Source: an optimization exercise on an open RTL-to-GDS flow (aim: small area, a short achievable clock period and few clock cycles per item). Production flows keep margins and buffers that such runs may drop. No activity file was given, so power comes from the tool's default toggle rates.

## the previous run
==> flow/design.v <==
module csum_unit #(
    parameter [15:0] RXB         = 16'h4000,
    parameter [15:0] TXB         = 16'h8000,
    parameter [15:0] RXBUF_SIZE  = 16'd1536,
    parameter [15:0] TXBUF_SIZE  = 16'd1536
) (
    input  wire        clk,
    input  wire        rst,           
    input  wire        cmd_valid,
    output wire        cmd_ready,
    input  wire [31:0] cmd_seed,
    input  wire [15:0] cmd_addr,
    input  wire [15:0] cmd_len,
    output wire        mem_req,
    input  wire        mem_gnt,
    output wire [13:0] mem_waddr,
    input  wire [31:0] mem_rdata,
    output wire        rsp_valid,
    output wire        rsp_err,
    output wire [15:0] rsp_sum
);
    reg        idle;       
    reg        busy;       
    reg        chk;        
    reg        zero;       
    reg        reqv;       
    reg        first;      
    reg        single;     
    reg        dvalid;     
    reg        dfirst;     
    reg        dlast;      
    reg        rlast;      
    reg        g;          
    reg        f1;         
    reg        f2;         
    reg        rspv;
    reg        err;
    reg        pre_ok;     
    reg        sel;        
    reg [1:0]  a_lo;       
    reg [10:0] l;          
    reg [8:0]  w;          
    reg [31:0] r;          
    reg [15:0] acc_lo;
    reg [15:0] acc_hi;
    reg [1:0]  cy;         
    wire [11:0] ta = {1'b0, w, a_lo};
    wire [11:0] tb = {1'b0, l};
    wire [12:0] t  = {1'b0, ~(ta ^ tb)} + {(ta | tb), 1'b0};
    wire        ok = pre_ok && (!t[12] || (!t[11] && !(t[10] && t[9])));
    wire gnt      = reqv && mem_gnt;
    wire last_now = first ? single : (w == l[10:2]);
    wire accept   = !busy && cmd_valid;
    wire [3:0] m_lo = dfirst ? (4'b1111 << a_lo) : 4'b1111;
    wire [3:0] m_hi = dlast  ? (4'b1111 >> (2'd3 - l[1:0])) : 4'b1111;
    wire [3:0] m    = {4{dvalid}} & m_lo & m_hi;
    wire [3:0] ms   = m & {4{!a_lo[0]}};                      
    wire [3:0] mx   = {m[2], m[3], m[0], m[1]} & {4{a_lo[0]}};  
    wire [31:0] rd  = mem_rdata;
    wire [31:0] rdx = {rd[23:16], rd[31:24], rd[7:0], rd[15:8]};
    wire [15:0] hi_n = acc_hi + {14'd0, cy};
    wire        inj  = g || (chk && zero);
    wire [31:0] r_n  = (rd  & {{8{ms[3]}}, {8{ms[2]}}, {8{ms[1]}}, {8{ms[0]}}}) |
                       (rdx & {{8{mx[3]}}, {8{mx[2]}}, {8{mx[1]}}, {8{mx[0]}}}) |
                       {16'd0, hi_n[7:0], hi_n[15:8]} & {32{inj}};
    wire [15:0] w0   = {r[7:0], r[15:8]};
    wire [15:0] w1   = {r[23:16], r[31:24]};
    wire [17:0] lo_n = {2'd0, acc_lo} + {2'd0, w0} + {2'd0, w1} + {17'd0, f2 & cy[0]};
    always @(posedge clk) begin
        r      <= r_n;
        dfirst <= first;
        dlast  <= last_now;
        acc_hi <= !busy ? cmd_seed[31:16] : hi_n;
        cy     <= !busy ? 2'd0 : lo_n[17:16];
        if (!busy)
            acc_lo <= cmd_seed[15:0];
        else if (chk && !ok)
            acc_lo <= 16'd0;
        else
            acc_lo <= lo_n[15:0];
        if (!busy) begin
            single <= (cmd_len[15:3] == 13'd0) &&
                      ({1'b0, cmd_len[2:0]} + {2'b00, cmd_addr[1:0]} <= 4'd4);
            pre_ok <= ((cmd_addr[15:11] == 5'b01000) || (cmd_addr[15:11] == 5'b10000)) &&
                      (cmd_len[15:11] == 5'd0);
            zero   <= (cmd_len == 16'd0);
            sel    <= cmd_addr[15];
            a_lo   <= cmd_addr[1:0];
        end
        if (!busy)
            l <= cmd_len[10:0];
        else if (chk)
            l <= t[10:0];
        if (!busy)
            w <= cmd_addr[10:2];
        else if (gnt)
            w <= w + 9'd1;
        if (chk)
            err <= !ok;
    end
    always @(posedge clk) begin
        if (rst) begin
            idle   <= 1'b1;
            busy   <= 1'b0;
            chk    <= 1'b0;
            reqv   <= 1'b0;
            dvalid <= 1'b0;
            rlast  <= 1'b0;
            g      <= 1'b0;
            f1     <= 1'b0;
            f2     <= 1'b0;
            rspv   <= 1'b0;
        end else begin
            chk    <= accept;
            dvalid <= gnt && !(chk && !ok);
            rlast  <= dvalid && dlast;
            g      <= rlast;
            f1     <= g || (chk && zero && ok);
            f2     <= f1;
            rspv   <= f2 || (chk && !ok);
            if (accept) begin
                idle  <= 1'b0;
                busy  <= 1'b1;
                reqv  <= (cmd_len != 16'd0);
                first <= 1'b1;
            end
            if (f2 || (chk && !ok)) begin
                idle <= 1'b1;
                busy <= 1'b0;
            end
            if (gnt) begin
                first <= 1'b0;
                if (last_now)
                    reqv <= 1'b0;
            end
            if (chk && !ok)
                reqv <= 1'b0;
        end
    end
    assign cmd_ready = idle;
    assign mem_req   = reqv;
    assign mem_waddr = {sel, ~sel, 3'b000, w};
    assign rsp_valid = rspv;
    assign rsp_err   = err;
    assign rsp_sum   = acc_lo;
endmodule
==> flow/config.mk <==
export PLATFORM = sky130hd
export DESIGN_NAME = csum_unit
export DESIGN_NICKNAME = csum_unit
export VERILOG_FILES = /design/flow/design.v
export SDC_FILE = /design/flow/constraint.sdc
export NUM_CORES = 4
export LEC_CHECK = 0
export CAP_MARGIN = 20
export CORE_MARGIN = 2
export CORE_UTILIZATION = 40
export SLEW_MARGIN = 20
==> flow/constraint.sdc <==
create_clock -name core_clock -period 10.0 [get_ports {clk}]
set_input_delay 2.0000 -clock core_clock [delete_from_list [all_inputs] [get_ports {clk}]]
set_output_delay 2.0000 -clock core_clock [all_outputs]
set_load 0.01 [all_outputs]
standard.sh (not shown) runs the stock make flow with config.mk's settings and CLKGATE_MAP_FILE= SYNTH_SCRIPT=/design/flow/synth_recipe.tcl, a recipe that flattens the netlist after the stock synthesis.
==> flow/flow/run.sh <==
#!/bin/bash
export BUFFER_PORTS_ARGS="-buffer_cell sky130_fd_sc_hd__buf_1"
export SETUP_SLACK_MARGIN=7.0
bash standard.sh > standard.log 2>&1
diff inputs: the previous run => the current run
--- a/flow/design.v
+++ b/flow/design.v
@@ -114,19 +114,19 @@
             chk    <= accept;
             dvalid <= gnt && !(chk && !ok);
             rlast  <= dvalid && dlast;
             g      <= rlast;
             f1     <= g || (chk && zero && ok);
-            f2     <= f1;
-            rspv   <= f2 || (chk && !ok);
+            f2     <= f1 && lo_n[16];
+            rspv   <= (f1 && !lo_n[16]) || f2 || (chk && !ok);
             if (accept) begin
                 idle  <= 1'b0;
                 busy  <= 1'b1;
                 reqv  <= (cmd_len != 16'd0);
                 first <= 1'b1;
             end
-            if (f2 || (chk && !ok)) begin
+            if ((f1 && !lo_n[16]) || f2 || (chk && !ok)) begin
                 idle <= 1'b1;
                 busy <= 1'b0;
             end
             if (gnt) begin
                 first <= 1'b0;
==> run notes <==
Having completed the whole flow, the current run delivered a layout that passed the timing, DRC and antenna checks. Looking at the previous run and the current run, the clock skew is a wash. The final reports for the current run and the previous run show inserted tap cell count higher in the former. Diff the previous run -> the current run: total leakage power moved up; synthesized area moved up; clock-buffer cell count moved down; met2 wirelength from detailed routing moved down. Clock-pin slew reported for the worst setup and hold paths after clock tree synthesis: the current run vs the previous run, no meaningful difference. Comparing the previous run and the current run, the higher combinational cell fraction of total power was measured on the current run. Summary — number of cells after detailed placement, the current run relative to the previous run: higher, by 3.9%.
Function was not checked in any run of this note: the RTL went through the layout flow alone.

port drivers added, routing unchanged:
The flow's constraints put no driver on any port. The routed layouts listed below were extracted and timed again, unchanged, in two steps.
Step 1 (the two cells are an assumption about what drives the block):
set clk [get_ports {clk}]
set_driving_cell -lib_cell sky130_fd_sc_hd__clkbuf_16 $clk
set_driving_cell -lib_cell sky130_fd_sc_hd__buf_2 [delete_from_list [all_inputs] $clk]
Step 2 times the ports against the registers' clock, not the clock port: input delays grow and output delays shrink by t, the midpoint of the rising clock arrivals with the driver on.
a / b / c = ideal / step 1 / step 2; a / b = the first two.
run	t, ns	slack for setup (ns)	worst setup path at the end	clock arrival spread, ns
the previous run	0.388	6.927 / 6.886 / 6.636	input to register	0.008 / 0.008
the current run	0.393	6.695 / 6.695 / 6.501	input to register	0.009 / 0.009
After both steps setup and hold are still met in every run listed. The setup slack of the previous run, which loses most, moves by -0.041 ns with the drivers and by -0.291 ns with both steps.
